This is an optimization exercise on Yosys and OpenROAD, whose aim is small area, a short achievable clock period and few clock cycles, not a production implementation.
No run shown here included a check of the RTL's function; only the layout flow was run.
Power figures rest on the tool's default switching activity, not on a simulated workload.

==> design/flow/flow/run.sh <==
#!/bin/bash
# The standard layout, with repair_timing asked for 6.5 ns of setup slack and
# sky130_fd_sc_hd__buf_2 as the port buffer (every port still gets one).
# The clock, its period and the I/O constraints are the standard flow's, unchanged.
set -euo pipefail
bash standard.sh SETUP_SLACK_MARGIN=6.5 "BUFFER_PORTS_ARGS=-buffer_cell sky130_fd_sc_hd__buf_2" finish > make_finish.log 2>&1
==> design/flow/constraint.sdc <==
create_clock -name core_clock -period 14.0 [get_ports {clk}]
set_input_delay 2.8000 -clock core_clock [delete_from_list [all_inputs] [get_ports {clk}]]
set_output_delay 2.8000 -clock core_clock [all_outputs]
set_load 0.01 [all_outputs]
==> design/flow/config.mk <==
export PLATFORM = sky130hd
export DESIGN_NAME = dci_serializer
export DESIGN_NICKNAME = dci_serializer
export VERILOG_FILES = /design/flow/design.v
export SDC_FILE = /design/flow/constraint.sdc
export NUM_CORES = 4
export LEC_CHECK = 0
export CAP_MARGIN = 20
export CORE_MARGIN = 2
export CORE_UTILIZATION = 30
export CTS_CLUSTER_DIAMETER = 90
export CTS_CLUSTER_SIZE = 30
export PLACE_DENSITY = 0.45
export SLEW_MARGIN = 20
==> design/flow/standard.sh <==
#!/bin/bash
# synth_recipe.tcl (not shown) runs the flow's synth.tcl, then flattens the netlist and writes it again
# the make line also repeats each setting of config.mk as NAME=value (left out here)
make -C /OpenROAD-flow-scripts/flow DESIGN_CONFIG=/design/flow/config.mk WORK_HOME=/design/flow/orfs CLKGATE_MAP_FILE= SYNTH_SCRIPT=/design/flow/synth_recipe.tcl "${@:-finish}"
==> design/flow/design.v <==
module dci_serializer (
    input  wire        clk,
    input  wire        rst,         
    input  wire        cmd_valid,
    output wire        cmd_ready,
    input  wire [31:0] cmd_data,
    input  wire [3:0]  rd_idx,
    output reg  [31:0] rd_data,
    output reg         done
);
    localparam [3:0] C_ILLEGAL = 4'h1, C_RSVD_HDR = 4'h2, C_FINALIZED = 4'h3,
                     C_APP_WIDTH = 4'h4, C_APP_VALUE = 4'h5, C_OVERFLOW = 4'h6,
                     C_FIELD = 4'h7, C_RSVD_VAL = 4'h8, C_NRB = 4'h9,
                     C_FREQ = 4'hA, C_HOPCFG = 4'hB, C_PSIZE = 4'hC;
    localparam [3:0] K_WIDTH = 4'd0, K_NRB = 4'd1, K_HOPCNT = 4'd2, K_HOPFLAG = 4'd3,
                     K_HOPOFF = 4'd4, K_FREQ = 4'd5, K_SMI = 4'd6, K_TBS = 4'd7,
                     K_PSIZE = 4'd8;
    localparam [2:0] B_NONE = 3'd0, B_CLEAR = 3'd1, B_ZEROS = 3'd2, B_APPEND = 3'd3,
                     B_FINAL = 3'd4, B_FIELD = 3'd5, B_COMMIT = 3'd6, B_FAULT = 3'd7;
    reg          halted;
    reg          in_cmd;        
    reg  [7:0]   opc;
    reg  [3:0]   k;             
    reg  [8:0]   nrb;
    reg  [4:0]   fw;
    reg  [1:0]   h;
    reg          hf;
    reg          sulp, sul;
    reg  [1:0]   smi;
    reg          pb;            
    reg          pf;            
    reg  [3:0]   pcause, pfield;
    reg  [2:0]   b_op;
    reg          b_first;       
    reg  [31:0]  R;             
    reg  [7:0]   pos;           
    reg  [127:0] bank0, bank1;
    reg          acc_ptr, out_ptr;
    reg  [7:0]   acc_len, out_len;
    reg          acc_final, out_valid, fault;
    assign cmd_ready = ~halted;
    wire   accept = cmd_valid & ~halted;
    wire [31:0] v = cmd_data;
    wire       is_pack = opc[4];
    wire [2:0] o       = opc[2:0];
    reg  [3:0] nops;
    always @* begin
        if (!is_pack) nops = (o == 3'd2) ? 4'd2 : 4'd1;    
        else case (o)
            3'd0: nops = 4'd14;
            3'd1: nops = 4'd9;
            3'd2: nops = 4'd13;
            3'd3: nops = 4'd9;
            3'd4: nops = 4'd8;
            3'd5: nops = 4'd7;
            3'd6: nops = 4'd12;
            default: nops = 4'd6;
        endcase
    end
    wire last = (k == nops);
    reg  [7:0] ck;
    always @* begin
        ck = {K_WIDTH, 4'd0};
        case (o)
            3'd0: case (k)
                4'd1:  ck = {K_NRB, 4'd0};
                4'd2:  ck = {K_HOPCNT, 4'd0};
                4'd3:  ck = {K_HOPFLAG, 4'd0};
                4'd4:  ck = {K_HOPOFF, 4'd0};
                4'd5:  ck = {K_FREQ, 4'd0};
                4'd6:  ck = {K_WIDTH, 4'd4};
                4'd7:  ck = {K_WIDTH, 4'd5};
                4'd8:  ck = {K_WIDTH, 4'd1};
                4'd9:  ck = {K_WIDTH, 4'd2};
                4'd10: ck = {K_WIDTH, 4'd4};
                4'd11: ck = {K_WIDTH, 4'd2};
                4'd12: ck = {K_WIDTH, 4'd1};
                4'd13: ck = {K_WIDTH, 4'd1};
                default: ck = {K_PSIZE, 4'd0};
            endcase
            3'd1: case (k)
                4'd1:  ck = {K_NRB, 4'd0};
                4'd2:  ck = {K_HOPFLAG, 4'd0};
                4'd3:  ck = {K_HOPOFF, 4'd0};
                4'd4:  ck = {K_FREQ, 4'd0};
                4'd5:  ck = {K_WIDTH, 4'd4};
                4'd6:  ck = {K_WIDTH, 4'd5};
                4'd7:  ck = {K_WIDTH, 4'd2};
                4'd8:  ck = {K_WIDTH, 4'd2};
                default: ck = {K_PSIZE, 4'd0};
            endcase
            3'd2: case (k)
                4'd1:  ck = {K_NRB, 4'd0};
                4'd2:  ck = {K_FREQ, 4'd0};
                4'd3:  ck = {K_WIDTH, 4'd4};
                4'd4:  ck = {K_WIDTH, 4'd1};
                4'd5:  ck = {K_WIDTH, 4'd5};
                4'd6:  ck = {K_WIDTH, 4'd1};
                4'd7:  ck = {K_WIDTH, 4'd2};
                4'd8:  ck = {K_WIDTH, 4'd4};
                4'd9:  ck = {K_WIDTH, 4'd2};
                4'd10: ck = {K_WIDTH, 4'd2};
                4'd11: ck = {K_WIDTH, 4'd3};
                4'd12: ck = {K_WIDTH, 4'd3};
                default: ck = {K_PSIZE, 4'd0};
            endcase
            3'd3: case (k)
                4'd1:  ck = {K_NRB, 4'd0};
                4'd2:  ck = {K_SMI, 4'd0};
                4'd3:  ck = {K_WIDTH, 4'd8};
                4'd4:  ck = {K_FREQ, 4'd0};
                4'd5:  ck = {K_WIDTH, 4'd4};
                4'd6:  ck = {K_WIDTH, 4'd1};
                4'd7:  ck = {K_WIDTH, 4'd5};
                4'd8:  ck = {K_TBS, 4'd0};
                default: ck = {K_PSIZE, 4'd0};
            endcase
            3'd4: case (k)
                4'd1:  ck = {K_NRB, 4'd0};
                4'd2:  ck = {K_FREQ, 4'd0};
                4'd3:  ck = {K_WIDTH, 4'd4};
                4'd4:  ck = {K_WIDTH, 4'd1};
                4'd5:  ck = {K_WIDTH, 4'd5};
                4'd6:  ck = {K_WIDTH, 4'd2};
                4'd7:  ck = {K_WIDTH, 4'd1};
                default: ck = {K_PSIZE, 4'd0};
            endcase
            3'd5: case (k)
                4'd1:  ck = {K_NRB, 4'd0};
                4'd2:  ck = {K_FREQ, 4'd0};
                4'd3:  ck = {K_WIDTH, 4'd4};
                4'd4:  ck = {K_WIDTH, 4'd1};
                4'd5:  ck = {K_WIDTH, 4'd5};
                4'd6:  ck = {K_TBS, 4'd0};
                default: ck = {K_PSIZE, 4'd0};
            endcase
            3'd6: case (k)
                4'd1:  ck = {K_NRB, 4'd0};
                4'd2:  ck = {K_FREQ, 4'd0};
                4'd3:  ck = {K_WIDTH, 4'd4};
                4'd4:  ck = {K_WIDTH, 4'd1};
                4'd5:  ck = {K_WIDTH, 4'd5};
                4'd6:  ck = {K_WIDTH, 4'd1};
                4'd7:  ck = {K_WIDTH, 4'd2};
                4'd8:  ck = {K_WIDTH, 4'd4};
                4'd9:  ck = {K_WIDTH, 4'd2};
                4'd10: ck = {K_WIDTH, 4'd3};
                4'd11: ck = {K_WIDTH, 4'd3};
                default: ck = {K_PSIZE, 4'd0};
            endcase
            default: case (k)    
                4'd1:  ck = {K_WIDTH, 4'd1};
                4'd2:  ck = {K_WIDTH, 4'd14};
                4'd3:  ck = {K_WIDTH, 4'd4};
                4'd4:  ck = {K_WIDTH, 4'd4};
                4'd5:  ck = {K_WIDTH, 4'd3};
                default: ck = {K_WIDTH, 4'd1};
            endcase
        endcase
    end
    wire [3:0] ck_kind = ck[7:4];
    wire [3:0] ck_w    = ck[3:0];
    function [4:0] fw_of;
        input [8:0] n;
        begin
            if      (n <= 9'd1)   fw_of = 5'd0;
            else if (n <= 9'd2)   fw_of = 5'd2;
            else if (n <= 9'd3)   fw_of = 5'd3;
            else if (n <= 9'd5)   fw_of = 5'd4;
            else if (n <= 9'd7)   fw_of = 5'd5;
            else if (n <= 9'd10)  fw_of = 5'd6;
            else if (n <= 9'd15)  fw_of = 5'd7;
            else if (n <= 9'd22)  fw_of = 5'd8;
            else if (n <= 9'd31)  fw_of = 5'd9;
            else if (n <= 9'd44)  fw_of = 5'd10;
            else if (n <= 9'd63)  fw_of = 5'd11;
            else if (n <= 9'd90)  fw_of = 5'd12;
            else if (n <= 9'd127) fw_of = 5'd13;
            else if (n <= 9'd180) fw_of = 5'd14;
            else if (n <= 9'd255) fw_of = 5'd15;
            else                  fw_of = 5'd16;
        end
    endfunction
    function ge_pow;
        input [31:0] x;
        input [5:0]  w;
        integer j;
        begin
            ge_pow = 1'b0;
            for (j = 0; j < 32; j = j + 1)
                if (j >= w && x[j]) ge_pow = 1'b1;
        end
    endfunction
    wire [4:0] fw_free = fw - {3'd0, h};
    wire tc1 = (nrb[0] & nrb[1]) ^ nrb[2] ^ nrb[1];
    wire tc2 = ((nrb[0] & nrb[1]) & nrb[2]) | ((nrb[0] & nrb[1]) & nrb[1]) | (nrb[2] & nrb[1]);
    wire tc3 = (nrb[1] & nrb[2]) ^ (nrb[0] & nrb[3]) ^ nrb[4];
    wire tc4 = ((nrb[1] & nrb[2]) & (nrb[0] & nrb[3])) | ((nrb[1] & nrb[2]) & nrb[4]) | ((nrb[0] & nrb[3]) & nrb[4]);
    wire tc5 = (nrb[1] & nrb[3]) ^ (nrb[0] & nrb[4]) ^ nrb[5];
    wire tc6 = ((nrb[1] & nrb[3]) & (nrb[0] & nrb[4])) | ((nrb[1] & nrb[3]) & nrb[5]) | ((nrb[0] & nrb[4]) & nrb[5]);
    wire tc7 = (nrb[2] & nrb[3]) ^ (nrb[1] & nrb[4]) ^ (nrb[0] & nrb[5]);
    wire tc8 = ((nrb[2] & nrb[3]) & (nrb[1] & nrb[4])) | ((nrb[2] & nrb[3]) & (nrb[0] & nrb[5])) | ((nrb[1] & nrb[4]) & (nrb[0] & nrb[5]));
    wire tc9 = (nrb[2] & nrb[4]) ^ (nrb[1] & nrb[5]) ^ (nrb[0] & nrb[6]);
    wire tc10 = ((nrb[2] & nrb[4]) & (nrb[1] & nrb[5])) | ((nrb[2] & nrb[4]) & (nrb[0] & nrb[6])) | ((nrb[1] & nrb[5]) & (nrb[0] & nrb[6]));
    wire tc11 = (nrb[3] & nrb[4]) ^ (nrb[2] & nrb[5]) ^ (nrb[1] & nrb[6]);
    wire tc12 = ((nrb[3] & nrb[4]) & (nrb[2] & nrb[5])) | ((nrb[3] & nrb[4]) & (nrb[1] & nrb[6])) | ((nrb[2] & nrb[5]) & (nrb[1] & nrb[6]));
    wire tc13 = (nrb[0] & nrb[7]) ^ nrb[8] ^ nrb[4];
    wire tc14 = ((nrb[0] & nrb[7]) & nrb[8]) | ((nrb[0] & nrb[7]) & nrb[4]) | (nrb[8] & nrb[4]);
    wire tc15 = (nrb[3] & nrb[5]) ^ (nrb[2] & nrb[6]) ^ (nrb[1] & nrb[7]);
    wire tc16 = ((nrb[3] & nrb[5]) & (nrb[2] & nrb[6])) | ((nrb[3] & nrb[5]) & (nrb[1] & nrb[7])) | ((nrb[2] & nrb[6]) & (nrb[1] & nrb[7]));
    wire tc17 = (nrb[4] & nrb[5]) ^ (nrb[3] & nrb[6]) ^ (nrb[2] & nrb[7]);
    wire tc18 = ((nrb[4] & nrb[5]) & (nrb[3] & nrb[6])) | ((nrb[4] & nrb[5]) & (nrb[2] & nrb[7])) | ((nrb[3] & nrb[6]) & (nrb[2] & nrb[7]));
    wire tc19 = (nrb[4] & nrb[6]) ^ (nrb[3] & nrb[7]) ^ (nrb[2] & nrb[8]);
    wire tc20 = ((nrb[4] & nrb[6]) & (nrb[3] & nrb[7])) | ((nrb[4] & nrb[6]) & (nrb[2] & nrb[8])) | ((nrb[3] & nrb[7]) & (nrb[2] & nrb[8]));
    wire tc21 = (nrb[5] & nrb[6]) ^ (nrb[4] & nrb[7]) ^ (nrb[3] & nrb[8]);
    wire tc22 = ((nrb[5] & nrb[6]) & (nrb[4] & nrb[7])) | ((nrb[5] & nrb[6]) & (nrb[3] & nrb[8])) | ((nrb[4] & nrb[7]) & (nrb[3] & nrb[8]));
    wire tc23 = (nrb[0] & nrb[2]) ^ nrb[3] ^ tc2;
    wire tc24 = ((nrb[0] & nrb[2]) & nrb[3]) | ((nrb[0] & nrb[2]) & tc2) | (nrb[3] & tc2);
    wire tc25 = nrb[6] ^ nrb[3] ^ tc7;
    wire tc26 = (nrb[6] & nrb[3]) | (nrb[6] & tc7) | (nrb[3] & tc7);
    wire tc27 = nrb[7] ^ tc9 ^ tc8;
    wire tc28 = (nrb[7] & tc9) | (nrb[7] & tc8) | (tc9 & tc8);
    wire tc29 = tc13 ^ tc11 ^ tc10;
    wire tc30 = (tc13 & tc11) | (tc13 & tc10) | (tc11 & tc10);
    wire tc31 = (nrb[0] & nrb[8]) ^ tc15 ^ tc14;
    wire tc32 = ((nrb[0] & nrb[8]) & tc15) | ((nrb[0] & nrb[8]) & tc14) | (tc15 & tc14);
    wire tc33 = (nrb[1] & nrb[8]) ^ nrb[5] ^ tc17;
    wire tc34 = ((nrb[1] & nrb[8]) & nrb[5]) | ((nrb[1] & nrb[8]) & tc17) | (nrb[5] & tc17);
    wire tc35 = nrb[6] ^ tc21 ^ tc20;
    wire tc36 = (nrb[6] & tc21) | (nrb[6] & tc20) | (tc21 & tc20);
    wire tc37 = (nrb[5] & nrb[7]) ^ (nrb[4] & nrb[8]) ^ tc22;
    wire tc38 = ((nrb[5] & nrb[7]) & (nrb[4] & nrb[8])) | ((nrb[5] & nrb[7]) & tc22) | ((nrb[4] & nrb[8]) & tc22);
    wire tc39 = nrb[2] ^ tc3 ^ tc24;
    wire tc40 = (nrb[2] & tc3) | (nrb[2] & tc24) | (tc3 & tc24);
    wire tc41 = tc12 ^ tc31 ^ tc30;
    wire tc42 = (tc12 & tc31) | (tc12 & tc30) | (tc31 & tc30);
    wire tc43 = tc16 ^ tc33 ^ tc32;
    wire tc44 = (tc16 & tc33) | (tc16 & tc32) | (tc33 & tc32);
    wire tc45 = tc19 ^ tc18 ^ tc34;
    wire tc46 = (tc19 & tc18) | (tc19 & tc34) | (tc18 & tc34);
    wire tc47 = (nrb[6] & nrb[7]) ^ nrb[7] ^ tc38;
    wire tc48 = ((nrb[6] & nrb[7]) & nrb[7]) | ((nrb[6] & nrb[7]) & tc38) | (nrb[7] & tc38);
    wire tc49 = tc5 ^ tc4 ^ tc40;
    wire tc50 = (tc5 & tc4) | (tc5 & tc40) | (tc4 & tc40);
    wire tc51 = tc6 ^ tc25 ^ tc50;
    wire tc52 = (tc6 & tc25) | (tc6 & tc50) | (tc25 & tc50);
    wire tc53 = tc27 ^ tc26 ^ tc52;
    wire tc54 = (tc27 & tc26) | (tc27 & tc52) | (tc26 & tc52);
    wire tc55 = tc29 ^ tc28 ^ tc54;
    wire tc56 = (tc29 & tc28) | (tc29 & tc54) | (tc28 & tc54);
    wire [15:0] tr0 = {nrb[8], tc48, tc47, tc36, tc46, tc44, tc42, tc56, tc55, tc53, tc51, tc49, tc39, tc23, tc1, nrb[0]};
    wire [15:0] tr1 = {1'b0, 1'b0, 1'b0, tc37, tc35, tc45, tc43, tc41, 1'b0, 1'b0, 1'b0, 1'b0, 1'b0, 1'b0, 1'b0, nrb[1]};
    wire [15:0] t_rb = tr0 + tr1;
    reg  [7:0] nat;
    always @* begin
        case (o)
            3'd0:    nat = 8'd20 + {3'd0, fw} + {7'd0, sulp};
            3'd1:    nat = 8'd15 + {3'd0, fw};
            3'd6:    nat = 8'd26 + {3'd0, fw};
            default: nat = 8'd28 + {3'd0, fw};
        endcase
    end
    reg  [5:0] wlim;
    always @* begin
        case (ck_kind)
            K_WIDTH:   wlim = {2'd0, ck_w};
            K_NRB:     wlim = 6'd9;
            K_HOPCNT:  wlim = 6'd3;
            K_HOPFLAG: wlim = 6'd1;
            K_HOPOFF:  wlim = {4'd0, h};
            K_FREQ:    wlim = hf ? {1'b0, fw_free} : 6'd16;
            K_SMI, K_TBS: wlim = 6'd2;
            default:   wlim = 6'd8;    
        endcase
    end
    wire       big = ge_pow(v, wlim);
    reg        ck_fail;
    reg  [3:0] ck_cause;
    always @* begin
        ck_fail  = big;
        ck_cause = C_FIELD;
        case (ck_kind)
            K_NRB: begin
                ck_cause = C_NRB;
                ck_fail  = big || (v[8:0] == 9'd0) || (v[8:0] > 9'd275);
            end
            K_HOPCNT: begin
                ck_cause = C_RSVD_VAL;
                ck_fail  = big || (v[2:0] != 3'd0 && v[2:0] != 3'd2 && v[2:0] != 3'd4);
            end
            K_HOPFLAG: begin
                if (!big && v[0] && (h == 2'd0 || fw < {3'd0, h})) begin
                    ck_fail  = 1'b1;
                    ck_cause = C_HOPCFG;
                end
            end
            K_FREQ: begin
                ck_cause = C_FREQ;
                ck_fail  = big || (v[15:0] >= t_rb);
            end
            K_SMI: begin
                if (!big && v[1:0] == 2'd0) begin
                    ck_fail  = 1'b1;
                    ck_cause = C_RSVD_VAL;
                end
            end
            K_TBS: begin
                if (!big && v[1:0] == 2'd3) begin
                    ck_fail  = 1'b1;
                    ck_cause = C_RSVD_VAL;
                end
            end
            K_PSIZE: begin
                ck_cause = C_PSIZE;
                ck_fail  = big || (v[7:0] > 8'd128) || (v[7:0] < nat);
            end
            default: ;
        endcase
    end
    reg  [4:0]  ew;
    reg  [31:0] ev;
    reg         eskip;     
    always @* begin
        ew = 5'd0;
        ev = 32'd0;
        eskip = 1'b0;
        case (o)
            3'd0, 3'd1: begin    
                case ((o == 3'd1 && k != 4'd1) ? k + 4'd1 : k)
                    4'd1:  begin ew = 5'd1; ev = 32'd0; end
                    4'd4:  begin ew = hf ? {3'd0, h} : 5'd0; ev = hf ? v : 32'd0; end
                    4'd5:  begin ew = hf ? fw_free : fw; ev = v; end
                    4'd6:  begin ew = 5'd4; ev = v; end    
                    4'd7:  begin ew = 5'd6; ev = {v[31:6], v[5] | hf, v[4:0]}; end    
                    4'd8:  if (o == 3'd0) begin ew = 5'd1; ev = v; end
                           else begin ew = 5'd2; ev = v; end    
                    4'd9:  begin ew = 5'd2; ev = v; end
                    4'd10: begin ew = 5'd4; ev = v; end
                    4'd11: begin ew = 5'd2; ev = v; end
                    default: ;
                endcase
            end
            3'd3: case (k)    
                4'd2:  begin ew = 5'd2;  ev = v; end
                4'd3:  begin ew = 5'd8;  ev = v; eskip = ~smi[1]; end
                4'd4:  begin ew = fw;    ev = v; eskip = ~smi[0]; end
                4'd5:  begin ew = 5'd4;  ev = v; eskip = ~smi[0]; end
                4'd6:  begin ew = 5'd1;  ev = v; eskip = ~smi[0]; end
                4'd7:  begin ew = 5'd5;  ev = v; eskip = ~smi[0]; end
                4'd8:  begin ew = 5'd2;  ev = v; eskip = ~smi[0]; end
                default: ;
            endcase
            3'd7: begin ew = {1'b0, ck_w}; ev = v; end    
            default: begin    
                if (k == 4'd1) begin
                    ew = (o == 3'd2 || o == 3'd6) ? 5'd1 : 5'd0;
                    ev = (o == 3'd2 || o == 3'd6) ? 32'd1 : 32'd0;
                end else if (k == 4'd2) begin
                    ew = fw; ev = v;
                end else if (!last) begin
                    ew = (ck_kind == K_TBS) ? 5'd2 : {1'b0, ck_w}; ev = v;
                end
            end
        endcase
    end
    wire       final_fwd = (b_op == B_FINAL || b_op == B_COMMIT) ? 1'b1 :
                           (b_op == B_CLEAR) ? 1'b0 : acc_final;
    wire       w_big     = (v[31:6] != 26'd0) || (v[5] && v[4:0] != 5'd0);
    wire [8:0] acc_end   = {1'b0, acc_len} + {1'b0, v[7:0]};
    wire [7:0] pk_end = pos + {3'd0, ew};
    always @(posedge clk) begin
        if (rst) begin
            halted <= 1'b0;
            in_cmd <= 1'b0;
            b_op   <= B_NONE;
        end else begin
            b_op    <= B_NONE;
            b_first <= 1'b0;
            if (accept) begin
                if (!in_cmd) begin
                    opc  <= v[7:0];
                    k    <= 4'd1;
                    pos  <= 8'd0;
                    pf   <= 1'b0;
                    hf   <= 1'b0;
                    sulp <= 1'b0;
                    pfield <= 4'd0;
                    if (v[31:8] != 24'd0) begin
                        pf <= 1'b1; pcause <= C_RSVD_HDR;
                        b_op <= B_FAULT; halted <= 1'b1;
                    end else case (v[7:0])
                        8'h01: b_op <= B_CLEAR;
                        8'h02, 8'h03, 8'h10, 8'h11, 8'h12, 8'h13,
                        8'h14, 8'h15, 8'h16, 8'h17: in_cmd <= 1'b1;
                        8'h04: if (final_fwd) begin
                                   pf <= 1'b1; pcause <= C_FINALIZED;
                                   b_op <= B_FAULT; halted <= 1'b1;
                               end else
                                   b_op <= B_FINAL;
                        default: begin
                            pf <= 1'b1; pcause <= C_ILLEGAL;
                            b_op <= B_FAULT; halted <= 1'b1;
                        end
                    endcase
                end else if (!is_pack) begin
                    k <= k + 4'd1;
                    if (o == 3'd3) begin    
                        in_cmd <= 1'b0;
                        pos    <= acc_end[7:0];
                        if (acc_final) begin
                            pf <= 1'b1; pcause <= C_FINALIZED; pfield <= 4'd0;
                            b_op <= B_FAULT; halted <= 1'b1;
                        end else if (v[31:8] != 24'd0 || acc_end > 9'd128) begin
                            pf <= 1'b1; pcause <= C_OVERFLOW; pfield <= 4'd1;
                            b_op <= B_FAULT; halted <= 1'b1;
                        end else
                            b_op <= B_ZEROS;
                    end else if (k == 4'd1) begin    
                        R <= v;
                    end else begin                   
                        in_cmd <= 1'b0;
                        pos    <= acc_end[7:0];
                        if (acc_final) begin
                            pf <= 1'b1; pcause <= C_FINALIZED; pfield <= 4'd0;
                            b_op <= B_FAULT; halted <= 1'b1;
                        end else if (w_big) begin
                            pf <= 1'b1; pcause <= C_APP_WIDTH; pfield <= 4'd2;
                            b_op <= B_FAULT; halted <= 1'b1;
                        end else if (ge_pow(R, v[5:0])) begin
                            pf <= 1'b1; pcause <= C_APP_VALUE; pfield <= 4'd1;
                            b_op <= B_FAULT; halted <= 1'b1;
                        end else if (acc_end > 9'd128) begin
                            pf <= 1'b1; pcause <= C_OVERFLOW; pfield <= 4'd2;
                            b_op <= B_FAULT; halted <= 1'b1;
                        end else
                            b_op <= B_APPEND;
                    end
                end else begin
                    k <= k + 4'd1;
                    if (!pf && ck_fail) begin
                        pf     <= 1'b1;
                        pcause <= ck_cause;
                        pfield <= k;
                    end
                    if (k == 4'd1) begin
                        pb  <= ~acc_ptr;
                        nrb <= v[8:0];
                        fw  <= fw_of(v[8:0]);
                        h   <= (v[8:0] < 9'd50) ? 2'd1 : 2'd2;    
                    end
                    if (o == 3'd0 && k == 4'd2)
                        h <= (v == 32'd4) ? 2'd2 : (v == 32'd2) ? 2'd1 : 2'd0;
                    if ((o == 3'd0 && k == 4'd3) || (o == 3'd1 && k == 4'd2))
                        hf <= v[0];
                    if (o == 3'd0 && k == 4'd12) sulp <= v[0];
                    if (o == 3'd0 && k == 4'd13) sul  <= v[0];
                    if (o == 3'd3 && k == 4'd2)  smi  <= v[1:0];
                    if (last) begin
                        in_cmd <= 1'b0;
                        if (pf || ck_fail) begin
                            b_op <= B_FAULT; halted <= 1'b1;
                        end else
                            b_op <= B_COMMIT;
                        if (o == 3'd7) begin    
                            R   <= v;
                            pos <= pk_end;
                        end else begin
                            R   <= {31'd0, (o == 3'd0) & sulp & sul};
                            pos <= v[7:0];
                        end
                    end else begin
                        b_op    <= eskip ? B_NONE : B_FIELD;
                        b_first <= (k == 4'd1);
                        R       <= ev;
                        pos     <= pk_end;
                    end
                end
            end
        end
    end
    wire [6:0]   b_s = 7'd0 - pos[6:0];
    wire [127:0] sh  = {96'd0, R} << b_s;
    reg  k0, k1, w0, w1;
    always @* begin
        k0 = 1'b1; k1 = 1'b1; w0 = 1'b0; w1 = 1'b0;
        if (rst) begin
            k0 = 1'b0; k1 = 1'b0;
        end else case (b_op)
            B_CLEAR:  if (out_ptr) k0 = 1'b0; else k1 = 1'b0;
            B_APPEND: if (acc_ptr) w1 = 1'b1; else w0 = 1'b1;
            B_FIELD, B_COMMIT: begin
                if (pb) begin w1 = 1'b1; k1 = ~b_first; end
                else    begin w0 = 1'b1; k0 = ~b_first; end
            end
            default: ;
        endcase
    end
    always @(posedge clk) begin
        bank0 <= (bank0 & {128{k0}}) | (sh & {128{w0}});
        bank1 <= (bank1 & {128{k1}}) | (sh & {128{w1}});
    end
    always @(posedge clk) begin
        if (rst) begin
            acc_ptr   <= 1'b0;
            acc_len   <= 8'd0;
            acc_final <= 1'b0;
            out_valid <= 1'b0;
            fault     <= 1'b0;
            done      <= 1'b0;
        end else begin
            done <= (b_op != B_NONE) && (b_op != B_FIELD);
            case (b_op)
                B_CLEAR: begin
                    acc_ptr   <= ~out_ptr;
                    acc_len   <= 8'd0;
                    acc_final <= 1'b0;
                end
                B_ZEROS, B_APPEND: acc_len <= pos;
                B_FINAL: begin
                    out_ptr   <= acc_ptr;
                    out_len   <= acc_len;
                    out_valid <= 1'b1;
                    acc_final <= 1'b1;
                end
                B_COMMIT: begin
                    acc_ptr   <= pb;
                    out_ptr   <= pb;
                    acc_len   <= pos;
                    out_len   <= pos;
                    out_valid <= 1'b1;
                    acc_final <= 1'b1;
                end
                B_FAULT: begin
                    fault     <= 1'b1;
                    out_valid <= 1'b0;
                end
                default: ;
            endcase
        end
    end
    wire       rd_acc = (rd_idx[3:2] == 2'd1);
    wire       rd_out = (rd_idx[3:2] == 2'd2);
    wire       rd_b1  = (rd_acc & acc_ptr) | (rd_out & out_ptr);
    wire       rd_b0  = (rd_acc & ~acc_ptr) | (rd_out & ~out_ptr);
    wire [3:0] rd_w   = 4'b0001 << rd_idx[1:0];
    wire [3:0] rd_s   = (rd_idx[3:2] == 2'd0) ? rd_w : 4'd0;
    integer    rj;
    always @* begin
        rd_data = ({32{rd_s[0]}} & {29'd0, out_valid, acc_final, fault}) |
                  ({32{rd_s[1] & fault}} & {12'd0, pfield, opc, 4'd0, pcause}) |
                  ({32{rd_s[2]}} & {24'd0, acc_len}) |
                  ({32{rd_s[3]}} & {24'd0, out_len});
        for (rj = 0; rj < 4; rj = rj + 1)
            rd_data = rd_data | ({32{rd_b0 & rd_w[rj]}} & bank0[127 - 32 * rj -: 32]) |
                                ({32{rd_b1 & rd_w[rj]}} & bank1[127 - 32 * rj -: 32]);
    end
endmodule
==> results of run 1 <==
-- through the flow --
| stage | power (mW) | hold slack [ns] | util [%] | instance area, um^2 | worst slack (ns) |
|---|---|---|---|---|---|
| final | 2.40 | 0.466 | 33.3 | 25200 | 6.61 |
| after global routing | 2.49 | 0.489 | 33.3 | 25200 | 6.46 |
| after CTS | 2.41 | 0.469 | 33.1 | 25100 | 6.47 |
| after detailed placement | 1.59 | 0.443 | 31.9 | 24200 | 6.01 |
| after global placement | 1.59 | 0.429 | 31.9 | 24200 | 6.06 |
| after floorplan | 1.45 | 0.420 | - | 22800 | 6.77 |
-- final timing paths --
check | start | depth (start not counted) | end | slack, ns
max reg2reg | nrb[2] | 31 | b_op[0] | 6.93
min reg2reg | bank1[121] | 2 | bank1[121] | 0.47
max | rd_idx[2] | 10 | rd_data[18] | 6.61
min | bank1[121] | 2 | bank1[121] | 0.47
-- report_power, final --
group,internal (mW),switching [mW],total [mW]
registers,1.19,0.0159,1.20
clock network,0.376,0.451,0.826
logic,0.107,0.269,0.376
total,1.67,0.735,2.40
-- critical path, delay by kind of cell --
family	cells	cell delay, ns
compound gates	2	0.69
buf+inv	5	0.78
simple gates	3	0.32
-- flip-flops by register name, indices dropped and copies added (netlist names), 8 cells and up, named ones only --
| signal | count |
|---|---|
| out_len | 8 |
| bank1 | 128 |
| R | 32 |
| pos | 8 |
| bank0 | 128 |
| opc | 8 |
| acc_len | 8 |
| nrb | 9 |
-- cell usage in the layout (no fill, tap or decap), drive strengths merged, types with 72 or more instances in the layout --
master,netlist,layout
edfxtp,93,93
nand2,272,272
a21oi,131,131
nor2,190,190
buf,28,127
a22oi,91,91
o21ai,180,180
dfxtp,303,303
o22ai,72,72
a22o,203,203
inv,89,96
-- what timing repair did --
item	CTS	global route
setup endpoints to repair	33	42
resized for setup	9	14
buffers inserted	4	9
hold endpoints to repair	0	0
pin swaps	0	3
-- logic make-up after synthesis --
kind of cell,after synthesis,synth area share [%]
AO/OA/AOI/OAI,901,27.7
XOR/XNOR,46,1.76
adder cells (fa/ha/maj),93,6.05
buffers and inverters,283,4.73
flip-flops,396,38.8
multiplexers,95,5.40
AND/OR/NAND/NOR,768,15.6
-- area by class of cell --
type	count	area share [%]
Clock buffer	25	2.44
Clock inverter	16	0.859
Inverter	98	1.46
Multi-Input combinational cell	1903	52.0
Sequential cell	396	35.1
Tap cell	978	4.85
Timing Repair Buffer	127	3.26
-- metal layers --
layer  global-route usage [%]  up-vias
li1                         -     9594
met3                     2.17      162
met5                        0        -
met1                     29.7    10400
met2                     37.7      695
met4                     7.23        0
==> impl_results.md, run 1 <==
* Pin count of the biggest net entering global routing at 77
* Crit-path cells: buf_2, inv_2, nor3_1, a31oi_4, buf_4, nor3_2, buf_8, a222oi_1, nand3_1, buf_2
* Non-Filler Instances at 3543
* Synth Flop Type: dfxtp_1
* Layout cell share with drive strength beyond 1 at between 10 and 15%
* Hold Path Class: reg2reg
* Top sig layer: met4
* Clock root cell: clkbuf_16
* Rows at approximately 100
* Die width at 280 um
* Worst EP required at roughly 11 ns
* Die height at 280 um
* Min Clock Period, post-route at 7.39 ns
* Crit. End Element: primary output
* H-tree level count at 1
* Cell area after synthesis at between 20000 and 25000 um^2
* Clock slew at reported path FFs at 0.11 ns
* Syn nets at 2714
* Initial Utilization at between 30% and 40%
* Routed Antenna Nets at 0
* Vias in the first global route at 20700
* Placed Cells at 3488
* Leading area contributor after synthesis: dfxtp_1
* Sink Count at 396
* Sequential-to-total area share from yosys stat at 38.8%
* First-pass GRT wire length at roughly 130000 um
* Fill cell count at around 7800
* Routed wire length on met2 at 42500 um
* Setup Total Neg Slack at 0 ns
* Via count at 20900
* Die ar. at 78400 um^2
* IO Pins at 73
* Synth top cells by count: 303 x dfxtp_1, 272 x nand2_1, 203 x a22o_1
* CTS tree: built
* Synth top area cells: dfxtp_1 27%, edfxtp_1 12%, a22o_1 7.8%, nand2_1 4.5%, o21ai_0 3.9%
* Metal1 wirelength at about 40000 um
* Wire length on met3 at 4190 um
* Area Growth Syn to Fin at 10.3%
* CP max stage delay at 0.39 ns
* CP Launch Type: primary input
* Std-Cell Core Area at between 70000 and 80000 um^2
* Period utilization at 52.8%
* Max Buffers Root-to-Sink at 3
* Mean Syn Cell Area at about 9 um^2
* Synth top area share at 26.5%
* TritonCTS Buffers at 23
* DP HPWL at 62600 um
* Yosys warning count at 1
* Footprint of the multi-input gates at between 10000 and 15000 um^2
* EDFF count, synth at 93
* Final Setup Violations at 0
* Final Hold Vio Count at 0
* Slew Limit Fails at 0
* Leakage power figure at 9.35 nW
* Ant diodes at 0
* Final Net Count at 2681
* DR iter-0 viols at 1946
* #FFs+latches synth at 396
* Port bufs at 72
* Slew headroom at 35.1%
* Antenna violations before repair at 2
* Async S/R FF share, synth at 0%
* Total routed wirelength at 89600 um
* DR pass1 iterations at 8
* Drc violations at 0
* Worst Clk Skew at 0.0582 ns
* Crit path max-delay cell type: a222oi_1
* FF+latch area at 8860 um^2
* Synthesized instance count at 2582
* Fmax achieved at 0.135 GHz
* Status: complete, no violations
* Max-capacitance violation count at 0
* Grt ovf at 0
* CTS Hold Bufs at 0
* Crit path arrival time at 4.59 ns
* Clock latency at the later pin of the worst-skew pair at around 0.60 ns
* Pin slew with the least headroom to its limit at 0.946 ns
* Vias per std cell at slightly below 6
* Gpl congestion at about 0.9
* Power density cells at approximately 95 nW/um^2
* Tot GR Track Use at about 22%
* Most used cell, CP: buf_2
* Top-count cell post-synth: dfxtp_1
* Worst Path Max Fanout at 26
* Crit Path Category: in2out
* Routed WL per cell at 25.3 um
* Cell variety after synth at 87
* Max rail drop VDD at 0.0733 mV
* RSZ-0062 raised after global routing: yes
==> run 2, diff against run 1 <==
--- a/design/flow/config.mk
+++ b/design/flow/config.mk
@@ -9,6 +9,6 @@
 export CORE_MARGIN = 2
-export CORE_UTILIZATION = 30
+export CORE_UTILIZATION = 45
 export CTS_CLUSTER_DIAMETER = 90
 export CTS_CLUSTER_SIZE = 30
-export PLACE_DENSITY = 0.45
+export PLACE_DENSITY = 0.6
 export SLEW_MARGIN = 20
==> impl_results.md, run 2 <==
* Status: complete, no violations
* Hold path startpoint: bank1[25]
* Sequential Power Share at 51.8%
* Antenna violations before repair at 0
* IO Pins at 73
* Rows at a little over 80
* Clock root cell: clkbuf_16
* Hold Path End: bank1[25]
* Synth top area cells: dfxtp_1 27%, edfxtp_1 12%, a22o_1 7.8%, nand2_1 4.5%, o21ai_0 3.9%
* DR pass1 iterations at 9
* Power density cells at 94.1 nW/um^2
* Clock Power Share at between 30 and 40%
* Leading cell type in the layout, fill and taps excluded: dfxtp_1
* Sink Count at 396
* Pin count of the biggest net entering global routing at between 90 and 100
* CTS Hold Bufs at 0
* Hold Path Class: reg2reg
* Sequential-to-total area share from yosys stat at 38.8%
* Reg-to-reg slack, setup at 7.09 ns
* Clock slew at reported path FFs at 0.11 ns
* Gpl congestion at 0.970
* Synthesized instance count at ~2600
* Crit. End Element: primary output
* Crit-path cells: buf_2, inv_2, nor3_1, a31oi_2, buf_4, nor3_2, buf_4, a22o_1, a221oi_1, nand3_1, buf_2
* DP HPWL at roughly 57000 um
* Clock latency at the later pin of the worst-skew pair at 0.58 ns
* Layout cell share with drive strength beyond 1 at 9.52%
* Max-capacitance violation count at 0
* Final worst slack at 6.52 ns
* Initial Utilization at between 40% and 50%
* Most frequent cells in the layout: 303 x dfxtp_1, 272 x nand2_1, 203 x a22o_1, 182 x nor2_1, 174 x o21ai_0
* Leakage power figure at 9.23 nW
* CP delay by family, top: buffers and inverters
* Slew headroom at a little under a quarter
* #FFs+latches synth at approximately 400
* Pre-CTS setup slack at 6.03 ns
* Vias per std cell at 6.57
* Crit path arrival time at approximately 4.7 ns
* Post-DP Area at 23800 um^2
* Crit path max-delay cell type: buf_4
* Max rail drop VDD at 0.0704 mV
* Tot Pwr at 2.31 mW
* Int Power at between 1.5 and 2 mW
* Pin slew with the least headroom to its limit at roughly 1.2 ns
* Grt ovf at 0
* Min Clock Period, post-route at 7.48 ns
* RSZ-0062 raised after global routing: no
* Tot GR Track Use at 30.3%
* Die ar. at 52600 um^2
* Leading area contributor after synthesis: dfxtp_1
* Hold path depth at 2
* Crit Path Category: in2out
* Yosys warning count at 1
* Setup Total Neg Slack at 0 ns
* Synth Flop Type: dfxtp_1
* Final Setup Violations at 0
* Synth top cells by count: 303 x dfxtp_1, 272 x nand2_1, 203 x a22o_1
* Worst Clk Skew at around 0.033 ns
* Die width at between 200 and 250 um
* CP max stage delay at ~0.28 ns
* Comb power frac at roughly 16%
* Final Hold Vio Count at 0
* Reg2reg end: b_op[0]
* CTS tree: built
* Non-Filler Instances at 3224
* Mean Syn Cell Area at just under 9 um^2
* CP Launch Type: primary input
* Async S/R FF share, synth at 0%
* Synth top area share at 26.5%
* Via count at 21200
* Finished Core Util at around half
* Area Growth Syn to Fin at 7.64%
* Ant diodes at 0
* EDFF count, synth at just over 90
* H-tree level count at 1
* NetSw at 0.716 mW
* Period utilization at 53.4%
* Final instance area at 24600 um^2
* Vias in the first global route at roughly 20000
* FF-to-FF Start: nrb[4]
* Syn nets at ~2700
* Final Net Count at 2671
* Worst-case reg-to-reg path depth at 30
* Die height at 229 um
* Routed Antenna Nets at 0
* Slew Limit Fails at 0
* Fill cell count at 4844
* Placed Cells at approximately 3200
* Top-count cell post-synth: dfxtp_1
* DR iter-0 viols at 2348
* Worst Path Buf+Inv at 5
* Std-Cell Core Area at between 50000 and 60000 um^2
* First-pass GRT wire length at 124000 um
* TritonCTS Buffers at 21
* Net Sw Frac at 30.9%
* Drc violations at 0
* Hold WS at 0.466 ns
* Regs by FF count: bank0: 128 flops, bank1: 128 flops, R: 32 flops
* Routed WL per cell at around 26 um
* Cell area after synthesis at 22800 um^2
* Cell variety after synth at 87
* Total routed wirelength at a little over 80000 um
* Fmax achieved at 0.134 GHz
* Worst Path Max Fanout at 31
* Worst EP required at 11.20 ns
* Port bufs at 72
* Max Buffers Root-to-Sink at 3
run 2: final cells by class:
class	instances	area, um^2	area share (%)
Timing Repair Buffer	119	726	2.95
Inverter	98	368	1.50
Multi-Input combinational cell	1903	13100	53.2
Clock buffer	22	539	2.19
Clock inverter	14	178	0.722
Sequential cell	396	8860	36.0
Tap cell	672	841	3.42
run 2: kinds of logic (layout without fill, tap and decap cells):
logic type | after synthesis | after routing | synth area share (%)
mux | 95 | 95 | 5.40
compound gates | 901 | 901 | 27.7
xor+xnor | 46 | 46 | 1.76
simple gates | 768 | 768 | 15.6
flops | 396 | 396 | 38.8
buf+inv | 283 | 253 | 4.73
fa+ha+maj | 93 | 93 | 6.05
run 2: routing by layer:
layer,track usage (%),vias up,routed length [um]
li1,-,9561,-
met1,38.9,10400,33400
met2,51.3,1014,39200
met3,3.65,224,5830
met4,12.8,0,3730
met5,0,-,0
run 2: worst max-delay path by stage:
stage | endpoint | cells after the start | from | slack [ns]
after floorplan | rd_data[23] | 7 | rd_idx[1] | 6.77
after global placement | rd_data[0] | 10 | rd_idx[2] | 6.07
after detailed placement | rd_data[0] | 10 | rd_idx[2] | 6.03
after CTS | rd_data[0] | 11 | rd_idx[2] | 6.52
after global routing | rd_data[0] | 11 | rd_idx[2] | 6.52
final | rd_data[0] | 11 | rd_idx[2] | 6.52
run 2: worst register-to-register path: cells and delay by family, from the launching register on:
| kind | cells | cell delay [ns] |
|---|---|---|
| AND/OR/NAND/NOR | 7 | 1.35 |
| buffers and inverters | 6 | 0.56 |
| adder cells (fa/ha/maj) | 8 | 2.41 |
| flip-flops | 1 | 0.52 |
| AO/OA/AOI/OAI | 9 | 2.01 |
run 2: repair_timing:
| action | 4_1_cts | 5_1_grt |
|---|---|---|
| endpoints found under the setup margin | 29 | 21 |
| resized for setup | 5 | 6 |
| buffers inserted | 5 | 4 |
| pin swaps | 0 | 0 |
run 2: power groups by stage:
stage          Sequential [mW]  Clock [mW]  Combinational (mW)
2_1_floorplan             1.22           0               0.234
3_3_place_gp              1.22           0               0.351
3_5_place_dp              1.22           0               0.354
4_1_cts                   1.20       0.756               0.358
5_1_grt                   1.20       0.794               0.391
6_report                  1.20       0.747               0.367
==> run 3, diff against run 2 <==
--- a/design/flow/design.v
+++ b/design/flow/design.v
@@ -504,2 +504,3 @@
             acc_ptr   <= 1'b0;
+            out_ptr   <= 1'b0;
             acc_len   <= 8'd0;
--- a/design/flow/config.mk
+++ b/design/flow/config.mk
@@ -9,6 +9,6 @@
 export CORE_MARGIN = 2
-export CORE_UTILIZATION = 45
-export CTS_CLUSTER_DIAMETER = 90
-export CTS_CLUSTER_SIZE = 30
-export PLACE_DENSITY = 0.6
+export CORE_UTILIZATION = 30
+export CTS_CLUSTER_DIAMETER = 75
+export CTS_CLUSTER_SIZE = 25
+export PLACE_DENSITY = 0.45
 export SLEW_MARGIN = 20
==> impl_results.md, run 3 <==
* Crit Path Category: in2out
* RSZ-0062 raised after global routing: yes
* Slew Limit Fails at 0
* EDFF count, synth at slightly above 90
* Regs by FF count: bank0: 128 flops, bank1: 128 flops, R: 32 flops
* Worst EP required at 11.20 ns
* Fill cell count at 7881
* Period utilization at 53.3%
* Final Net Count at 2650
* Synth Flop Type: dfxtp_1
* Hold Path End: bank1[22]
* Non-Filler Instances at 3520
* Most frequent cells in the layout: 304 x dfxtp_1, 276 x nand2_1, 203 x a22o_1, 181 x nor2_1, 159 x o21ai_0
* Routed Antenna Nets at 0
* Cell area after synthesis at 22800 um^2
* Hold path depth at 2
* Die width at 280 um
* Worst Clk Skew at between 0.05 and 0.06 ns
* #FFs+latches synth at 396
* Die height at about 280 um
* Yosys warning count at 1
* Layout cell share with drive strength beyond 1 at 11.1%
* Vias in the first global route at 20200
* Gpl congestion at 0.921
* Drc violations at 0
* Pin slew with the least headroom to its limit at 1.12 ns
* Pin count of the biggest net entering global routing at 89
* Placed Cells at about 3500
* First-pass GRT wire length at 133000 um
* Sequential-to-total area share from yosys stat at 38.8%
* DR iter-0 viols at 2046
* Async S/R FF share, synth at 0%
* Min Clock Period, post-route at 7.46 ns
* Worst-case reg-to-reg path depth at 32
* Total routed wirelength at 88800 um
* Setup Total Neg Slack at 0 ns
* Final instance area at 25400 um^2
* IO Pins at 73
* Synth top cells by count: 304 x dfxtp_1, 277 x nand2_1, 203 x a22o_1
* Synthesized instance count at 2546
* Status: complete, no violations
* Crit path arrival time at 4.66 ns
* Final Setup Violations at 0
* Final Hold Vio Count at 0
* DR pass1 iterations at 6
* Std-Cell Core Area at between 70000 and 80000 um^2
* Power density cells at 102 nW/um^2
* Synth top area cells: dfxtp_1 27%, edfxtp_1 12%, a22o_1 7.8%, nand2_1 4.6%, ha_1 3.5%
* Fmax achieved at 0.134 GHz
* Max rail drop VDD at 0.0877 mV
* DP HPWL at 62100 um
* CTS Hold Bufs at 0
* Top-count cell post-synth: dfxtp_1
* Ant diodes at 0
* Crit. End Element: primary output
* Worst Path Max Fanout at 19
* Sink Count at between 300 and 400
* Vias per std cell at between 5 and 6
* Hold path startpoint: bank1[22]
* Die ar. at roughly 78000 um^2
* Cell variety after synth at between 90 and 100
* Leakage power figure at 9.53 nW
* TritonCTS Buffers at 31
* Synth top area share at around a quarter
* Slew headroom at 25.0%
* Clock root cell: clkbuf_16
* H-tree level count at 1
* Port bufs at 72
* Reg-to-reg slack, setup at 6.89 ns
* Leading area contributor after synthesis: dfxtp_1
* Hold Path Class: reg2reg
* Tot GR Track Use at 22.1%
* Clock slew at reported path FFs at 0.09 ns
* Initial Utilization at 30.1%
* Grt ovf at 0
* Post-DP Area at 24100 um^2
* Max-capacitance violation count at 0
* Mean Syn Cell Area at 8.95 um^2
* CTS tree: built
* Reg2reg end: pfield[3]
* CP Launch Type: primary input
* Via count at slightly above 20000
* Leading cell type in the layout, fill and taps excluded: dfxtp_1
* Hold WS at 0.462 ns
* Clock latency at the later pin of the worst-skew pair at 0.66 ns
* Area Growth Syn to Fin at 11.5%
* Rows at 101
* Antenna violations before repair at 2
* Syn nets at 2678
* Max Buffers Root-to-Sink at 3
* Routed WL per cell at 25.2 um
* FF-to-FF Start: nrb[2]
[run 3: cell types whose count changed in the layout (fill, tap and decap cells not counted), moves of 10 or more]
| cell | before | now |
|---|---|---|
| a31oi_1 | 26 | 15 |
| o21ai_0 | 174 | 159 |
| nor2b_1 | 50 | 22 |
| and2_1 | 28 | 51 |
| clkbuf_16 | 21 | 31 |
[run 3: per-stage QoR]
stage | setup slack, ns | utilization [%] | power [mW]
2_1_floorplan | 6.68 | - | 1.46
3_3_place_gp | 6.07 | 31.9 | 1.59
3_5_place_dp | 6.00 | 31.9 | 1.60
4_1_cts | 6.48 | 33.5 | 2.60
5_1_grt | 6.48 | 33.6 | 2.68
6_report | 6.54 | 33.6 | 2.59
[run 3: worst max-delay path, cell delays in order]
cell	delay, ns
buf_2	0.11
nand2b_1	0.19
o22a_4	0.33
nor3_4	0.38
buf_6	0.34
a221oi_1	0.13
nand3_1	0.18
buf_2	0.17
[run 3: worst max-delay path by stage]
stage	from	to	slack (ns)	depth (start not counted)
floorplan	rd_idx[0]	rd_data[4]	6.68	7
detailed placement	rd_idx[0]	rd_data[8]	6.00	7
CTS	rd_idx[0]	rd_data[8]	6.48	7
global placement	rd_idx[0]	rd_data[8]	6.07	7
finish	rd_idx[3]	rd_data[8]	6.54	8
global route	rd_idx[1]	rd_data[0]	6.48	8
[run 3: report_power, final]
group | switching [mW] | internal (mW)
Combinational | 0.272 | 0.108
Sequential | 0.0178 | 1.18
Clock | 0.538 | 0.471
[run 3: per-layer routing]
metal	vias up	GRT usage, %	part of all wire [%]
met4	0	8.04	3.9
met3	161	2.49	5.1
met2	772	37.0	47
li1	9473	-	-
met5	-	0	0
met1	10300	29.4	44
[run 3: cells by family after synthesis]
family | synth area share, %
AOI/OAI and AO/OA | 27.2
xor gates and xnor gates | 1.73
adders and majority gates | 6.11
buffers and inverters | 4.61
DFF | 38.8
muxes | 5.81
and+or+nand+nor | 15.7
[run 3: cell type report]
type,count,area [um^2],share of cell area (%)
well taps,978,1220,4.82
clock inverters,24,337,1.32
inverters,93,349,1.37
repair buffers,118,757,2.98
multi-input cells,1878,13100,51.5
clock buffers,33,793,3.12
flip-flops and latches,396,8850,34.8
[run 3: what timing repair did]
action	in CTS	in global routing
setup endpoints to repair	32	24
cloned	1	0
setup buffers	0	3
pin swaps	1	3
gates resized for setup	16	6
==> run 4, diff against run 3 <==
--- a/design/flow/design.v
+++ b/design/flow/design.v
@@ -504,3 +504,2 @@
             acc_ptr   <= 1'b0;
-            out_ptr   <= 1'b0;
             acc_len   <= 8'd0;
==> design/flow/flow/run.sh (replaced) <==
#!/bin/bash
# The standard layout, with repair_timing asked for 6.8 ns of setup slack and
# sky130_fd_sc_hd__buf_2 as the port buffer (every port still gets one).
# The clock, its period and the I/O constraints are the standard flow's, unchanged.
set -euo pipefail
bash standard.sh SETUP_SLACK_MARGIN=6.8 "BUFFER_PORTS_ARGS=-buffer_cell sky130_fd_sc_hd__buf_2" finish > make_finish.log 2>&1
--- a/design/flow/config.mk
+++ b/design/flow/config.mk
@@ -10,4 +10,4 @@
 export CORE_UTILIZATION = 30
-export CTS_CLUSTER_DIAMETER = 75
-export CTS_CLUSTER_SIZE = 25
+export CTS_CLUSTER_DIAMETER = 90
+export CTS_CLUSTER_SIZE = 30
 export PLACE_DENSITY = 0.45
==> impl_results.md, run 4 <==
* Final Hold Vio Count at 0
* Crit-path cells: buf_8, clkinv_8, nor3_4, a31oi_2, buf_4, nor3_4, buf_12, buf_12, a22o_1, a221oi_2, nand3_1, buf_2
* Synth top area share at 26.5%
* Leakage power figure at ~9.6 nW
* Period utilization at 51.6%
* CP max stage delay at 0.18 ns
* First-pass GRT wire length at between 100000 and 150000 um
* Cell area after synthesis at 22800 um^2
* Vias per std cell at 5.87
* Syn nets at 2714
* Drc violations at 0
* Crit path max-delay cell type: a31oi_2
* Synth Flop Type: dfxtp_1
* Crit Path Category: in2out
* Die width at ~280 um
* Pin count of the biggest net entering global routing at 79
* IO Pins at 73
* DP HPWL at 62800 um
* Fmax achieved at approximately 0.14 GHz
* DR iter-0 viols at 1834
* Fill cell count at 7804
* Status: complete, no violations
* Power density cells at about 93 nW/um^2
* Yosys warning count at 1
* Regs by FF count: bank0: 128 flops, bank1: 128 flops, R: 32 flops
* Die height at 280 um
* Most frequent cells in the layout: 303 x dfxtp_1, 271 x nand2_1, 203 x a22o_1, 180 x nor2_1, 174 x o21ai_0
* Slew headroom at roughly 28%
* Final Setup Violations at 0
* Async S/R FF share, synth at 0%
* Std-Cell Core Area at approximately 76000 um^2
* Synth top cells by count: 303 x dfxtp_1, 272 x nand2_1, 203 x a22o_1
* Max rail drop VDD at 0.0766 mV
* CP delay by family, top: buffers and inverters
* Port bufs at 72
* Routed WL per cell at 25.9 um
* Sequential-to-total area share from yosys stat at 38.8%
* Routed Antenna Nets at 0
* Via count at 20900
* Leading cell type in the layout, fill and taps excluded: dfxtp_1
* H-tree level count at 1
* Rows at 101
* Worst Path Max Fanout at 7
* Leading area contributor after synthesis: dfxtp_1
* Clock latency at the later pin of the worst-skew pair at 0.62 ns
* Worst EP required at 11.20 ns
* Ant diodes at 0
* Pin slew with the least headroom to its limit at 1.08 ns
* Grt ovf at 0
* Initial Utilization at 30.2%
* Footprint of the multi-input gates at 13300 um^2
* Vias in the first global route at 20700
* Die ar. at 78400 um^2
* DR pass1 iterations at 5
* Finished Core Util at 34.3%
* Antenna violations before repair at 2
* Final worst slack at slightly below 7 ns
* #FFs+latches synth at 396
* EDFF count, synth at 93
* Max Buffers Root-to-Sink at 3
* Min Clock Period, post-route at between 7 and 8 ns
* CP Launch Type: primary input
* Tot Pwr at 2.41 mW
* Hold WS at 0.466 ns
* Clock root cell: clkbuf_16
* Final Net Count at 2708
* Reg-to-reg slack, setup at about 7.1 ns
* CTS tree: built
* TritonCTS Buffers at 23
* Max-capacitance violation count at 0
* Mean Syn Cell Area at between 8 and 9 um^2
* Area Growth Syn to Fin at 13.7%
* Hold Path Class: reg2reg
* Worst Clk Skew at 0.0514 ns
* Layout cell share with drive strength beyond 1 at about an eighth
* Slew Limit Fails at 0
* Sink Count at 396
* CTS Hold Bufs at 0
* Clock slew at reported path FFs at ~0.11 ns
* Worst Path Buf+Inv at 6
* Setup Total Neg Slack at 0 ns
* Total routed wirelength at ~92000 um
* Crit path arrival time at 4.43 ns
* Crit. End Element: primary output
* Gpl congestion at 0.898
* Pre-CTS setup slack at 5.99 ns
* FF+latch area at approximately 8900 um^2
* Synthesized instance count at around 2600
* RSZ-0062 raised after global routing: yes
* Top-count cell post-synth: dfxtp_1
* Cell variety after synth at 87
* Synth top area cells: dfxtp_1 27%, edfxtp_1 12%, a22o_1 7.8%, nand2_1 4.5%, o21ai_0 3.9%
* Tot GR Track Use at 22.6%
## run 4: changes by cell type after synthesis, moves of 7 or more
cell / delta
a22oi_1: -7
a31oi_1: +11
nor2b_1: +29
and2_1: -23
o21ai_0: +16
nor3_1: +7
a21o_1: -8
nor4_1: -7
nand3_1: +8
## run 4: report_power, final
part | total [mW] | internal, mW | switching (mW)
combinational | 0.391 | 0.118 | 0.273
clock | 0.817 | 0.350 | 0.467
sequential | 1.20 | 1.19 | 0.0164
## run 4: per-stage QoR
step	instances	area, um^2
4_1_cts	3550	25500
2_1_floorplan	2582	22900
5_1_grt	3569	26000
3_3_place_gp	3486	24100
3_5_place_dp	3486	24200
6_report	3569	26000
## run 4: cell families (layout without fill, tap and decap cells)
group	after synthesis	after routing	synth area share (%)
mux	95	95	5.40
compound gates	901	901	27.7
simple gates	768	768	15.6
xor+xnor	46	46	1.76
flops	396	396	38.8
buf+inv	283	292	4.73
fa+ha+maj	93	93	6.05
## run 4: area by class of cell
type / instances / share of cell area (%)
multi-input combinational: 1903 / 51.1
sequential: 396 / 34.1
timing repair buffer: 154 / 5.51
tap: 978 / 4.71
clock buffer: 25 / 2.25
inverter: 98 / 1.46
clock inverter: 15 / 0.858
## run 4: final timing paths
check	to	startpoint	depth (start not counted)
hold / removal	bank0[19]	bank0[19]	2
setup / recovery	rd_data[0]	rd_idx[2]	12
hold reg to reg	bank0[19]	bank0[19]	2
setup reg to reg	b_op[0]	nrb[1]	31
## run 4: routing by layer
metal | vias up | wire length [um] | track usage (%)
li1 | 9648 | - | -
met1 | 10400 | 39600 | 29.5
met2 | 732 | 44400 | 38.7
met5 | - | 0 | 0
met3 | 149 | 4780 | 2.46
met4 | 0 | 3670 | 7.93
## run 4: what timing repair did
action                                  CTS  global route
endpoints found under the setup margin   43            31
endpoints found under the hold margin     0             0
buffers inserted                         19            12
pin swaps                                10            25
gates resized for setup                  54            32
gates cloned                              5             6
## run 4: worst min-delay path: stages, from the launching register on
cell and delay, ns:
dfxtp_1 0.34, nand2_1 0.04, o21ai_0 0.05
==> run 5, diff against run 4 <==
--- a/design/flow/design.v
+++ b/design/flow/design.v
@@ -504,2 +504,3 @@
             acc_ptr   <= 1'b0;
+            out_ptr   <= 1'b0;
             acc_len   <= 8'd0;
==> design/flow/flow/run.sh (replaced) <==
#!/bin/bash
# The standard layout, with repair_timing asked for 6.5 ns of setup slack and
# sky130_fd_sc_hd__buf_1 as the port buffer (every port still gets one).
# The clock, its period and the I/O constraints are the standard flow's, unchanged.
set -euo pipefail
bash standard.sh SETUP_SLACK_MARGIN=6.5 "BUFFER_PORTS_ARGS=-buffer_cell sky130_fd_sc_hd__buf_1" finish > make_finish.log 2>&1
==> impl_results.md, run 5 <==
* Status: complete, no violations
* Most frequent cells in the layout: 304 x dfxtp_1, 276 x nand2_1, 203 x a22o_1, 181 x nor2_1, 160 x o21ai_0
* RSZ-0062 raised after global routing: no
* Async S/R FF share, synth at 0%
* CTS tree: built
* Max rail drop VDD at 0.0772 mV
* Worst Clk Skew at ~0.055 ns
* Clock slew at reported path FFs at 0.10 ns
* Via count at around 20000
* Synth top area share at 26.7%
* EDFF count, synth at 92
* Top-count cell post-synth: dfxtp_1
* Synth top cells by count: 304 x dfxtp_1, 277 x nand2_1, 203 x a22o_1
* CTS Hold Bufs at 0
* DR pass1 iterations at 6
* Top sig layer: met4
* Clock root cell: clkbuf_16
* CP Launch Type: primary input
* First-pass GRT wire length at 133000 um
* Cell area after synthesis at roughly 23000 um^2
* Syn nets at 2678
* Crit. End Element: primary output
* Crit Path Category: in2out
* Std-Cell Core Area at 75600 um^2
* Total routed wirelength at 88600 um
* Pin count of the biggest net entering global routing at 77
* Period utilization at 53.0%
* Leading cell type in the layout, fill and taps excluded: dfxtp_1
* Gpl congestion at a little over 0.9
* Layout cell share with drive strength beyond 1 at around 8.0%
* Routed wire length on met2 at 41700 um
* Max-capacitance violation count at 0
* Sequential-to-total area share from yosys stat at a little under 40%
* DP HPWL at 62000 um
* Rows at around 100
* Synth Flop Type: dfxtp_1
* Power density cells at 97.4 nW/um^2
* Regs by FF count: bank0: 128 flops, bank1: 128 flops, R: 32 flops
* Area Growth Syn to Fin at 10.4%
* Die width at roughly 280 um
* Fmax achieved at around 0.13 GHz
* Wire length on met3 at approximately 3800 um
* Routed WL per cell at 25.2 um
* Crit path max-delay cell type: nor2_4
* #FFs+latches synth at 396
* Final Net Count at around 2600
* Final Hold Vio Count at 0
* Yosys warning count at 1
* Worst EP required at 11.20 ns
* Max Buffers Root-to-Sink at 3
* Pre-CTS setup slack at 5.93 ns
* Slew headroom at 26.1%
* Synth top area cells: dfxtp_1 27%, edfxtp_1 12%, a22o_1 7.8%, nand2_1 4.6%, ha_1 3.5%
* Clock latency at the later pin of the worst-skew pair at roughly 0.62 ns
* Routed Antenna Nets at 0
* Drc violations at 0
* Initial Utilization at 30.1%
* Grt ovf at 0
* Synthesized instance count at 2546
* H-tree level count at 1
* Leakage power figure at 9.20 nW
* DR iter-0 viols at 1697
* Worst Path Max Fanout at 24
* Crit path arrival time at 4.63 ns
* Port bufs at 72
* TritonCTS Buffers at 25
* Metal1 wirelength at 39400 um
* Final worst slack at approximately 6.6 ns
* Tot Pwr at about 2.4 mW
* Setup Total Neg Slack at 0 ns
* Tot GR Track Use at 22.1%
* Leading area contributor after synthesis: dfxtp_1
* Vias per std cell at slightly below 6
* Cell variety after synth at 94
* Hold Path Class: reg2reg
* Crit-path cells: buf_1, buf_6, nand2_2, nor2_4, a22o_1, a221oi_1, nand3_1, buf_1
* Antenna violations before repair at 2
* Pin slew with the least headroom to its limit at ~1.1 ns
* Die height at 280 um
* Most used cell, CP: buf_1
* Vias in the first global route at roughly 20000
* Slew Limit Fails at 0
* Min Clock Period, post-route at 7.43 ns
* Die ar. at 78200 um^2
* Final Setup Violations at 0
* Mean Syn Cell Area at 8.95 um^2
* Sink Count at 396
* IO Pins at 73
* CP max stage delay at 0.56 ns
[run 5: cell types whose count changed after synthesis, moves of 7 or more]
cell / before / now
nor2b_1: 52 / 23
and2_1: 28 / 51
o21ai_0: 176 / 160
a31oi_1: 28 / 17
a21o_1: 13 / 21
nand3_1: 68 / 60
a22oi_1: 91 / 98
nor3_1: 50 / 43
nor4_1: 7 / 14
[run 5: worst paths after layout]
check / slack [ns] / endpoint / start / cells after the start
worst max-delay path: 6.57 / rd_data[8] / rd_idx[1] / 8
worst min-delay path: 0.47 / bank0[25] / bank0[25] / 2
worst max register to register: 6.93 / pfield[1] / nrb[2] / 32
worst min register to register: 0.47 / bank0[25] / bank0[25] / 2
[run 5: layout make-up]
| class | count | area, um^2 |
|---|---|---|
| Fill cell | 7796 | 50400 |
| Antenna cell | 4 | 10.0 |
| Tap cell | 978 | 1220 |
| Clock buffer | 26 | 651 |
| Inverter | 93 | 349 |
| Sequential cell | 396 | 8850 |
| Timing Repair Buffer | 122 | 722 |
| Multi-Input combinational cell | 1878 | 13100 |
| Clock inverter | 19 | 245 |
[run 5: cell families (layout without fill, tap and decap cells)]
| logic type | Yosys count | after routing | synth area share, % |
|---|---|---|---|
| fa+ha+maj | 94 | 94 | 6.11 |
| other cells | 0 | 4 | 0 |
| flops | 396 | 396 | 38.8 |
| mux | 100 | 100 | 5.81 |
| xor+xnor | 45 | 45 | 1.73 |
| compound gates | 874 | 874 | 27.2 |
| buf+inv | 273 | 260 | 4.61 |
| simple gates | 764 | 765 | 15.7 |
[run 5: metrics by stage]
step	utilization, %	hold slack (ns)	instances	instance area [um^2]
2_1_floorplan	-	0.420	2546	22800
3_3_place_gp	31.9	0.433	3463	24100
3_5_place_dp	31.9	0.445	3463	24100
4_1_cts	33.1	0.470	3509	25100
5_1_grt	33.3	0.500	3512	25100
6_report	33.3	0.466	3516	25100
[run 5: per-layer routing]
| metal | vias to the layer above | track usage [%] |
|---|---|---|
| met5 | - | 0 |
| met4 | 0 | 8.71 |
| met3 | 152 | 2.13 |
| met2 | 666 | 37.0 |
| met1 | 10200 | 29.4 |
| li1 | 9458 | - |
[run 5: what timing repair did]
item,4_1_cts,5_1_grt
setup buffers,0,2
pin swaps,1,2
gates resized for setup,18,6
endpoints found under the setup margin,32,22
gates cloned,1,0
[run 5: worst max-delay path, delay by kind of cell]
family / cells / cell delay [ns]
compound gates: 2 / 0.29
simple gates: 3 / 0.96
buf+inv: 3 / 0.53
[run 5: report_power, final]
group          switching [mW]  internal (mW)
sequential             0.0178           1.19
clock                   0.493          0.372
combinational           0.273          0.108
total                   0.784           1.67

[re-timing with driven ports]
Ports are ideal in the flow. The routed layouts listed here were re-timed in OpenROAD.
Step 1 sets driving cells, clkbuf_16 on the clock port and buf_2 on the other inputs (assumed; they add their load-dependent delay and slew).
Step 2 moves the port delays by t, midway between the first and last clock arrival at a register: inputs arrive t later, outputs are due t later. That takes back most of the time a late clock gives input paths.
Slacks: ideal ports / drivers / drivers and shift; pairs: ideal ports / drivers.
| run | shift t [ns] | slack for setup (ns) | worst hold slack (ns) | worst setup path at the end | cell pins on the clock port's net |
|---|---|---|---|---|---|
| run 1 | 0.632 | 6.606 / 6.561 / 6.561 | 0.466 / 0.466 / 0.466 | input to output | 1 |
| run 2 | 0.627 | 6.524 / 6.501 / 6.501 | 0.466 / 0.466 / 0.466 | input to output | 1 |
| run 3 | 0.688 | 6.543 / 6.501 / 6.501 | 0.462 / 0.462 / 0.462 | input to output | 1 |
| run 4 | 0.653 | 6.772 / 6.715 / 6.715 | 0.466 / 0.466 / 0.466 | input to output | 1 |
| run 5 | 0.653 | 6.575 / 6.545 / 6.545 | 0.466 / 0.466 / 0.466 | input to output | 1 |
After both steps setup and hold are still met in every run listed. For run 4, which loses most, drivers alone change the setup slack by -0.057 ns; drivers and shift together by -0.057 ns.
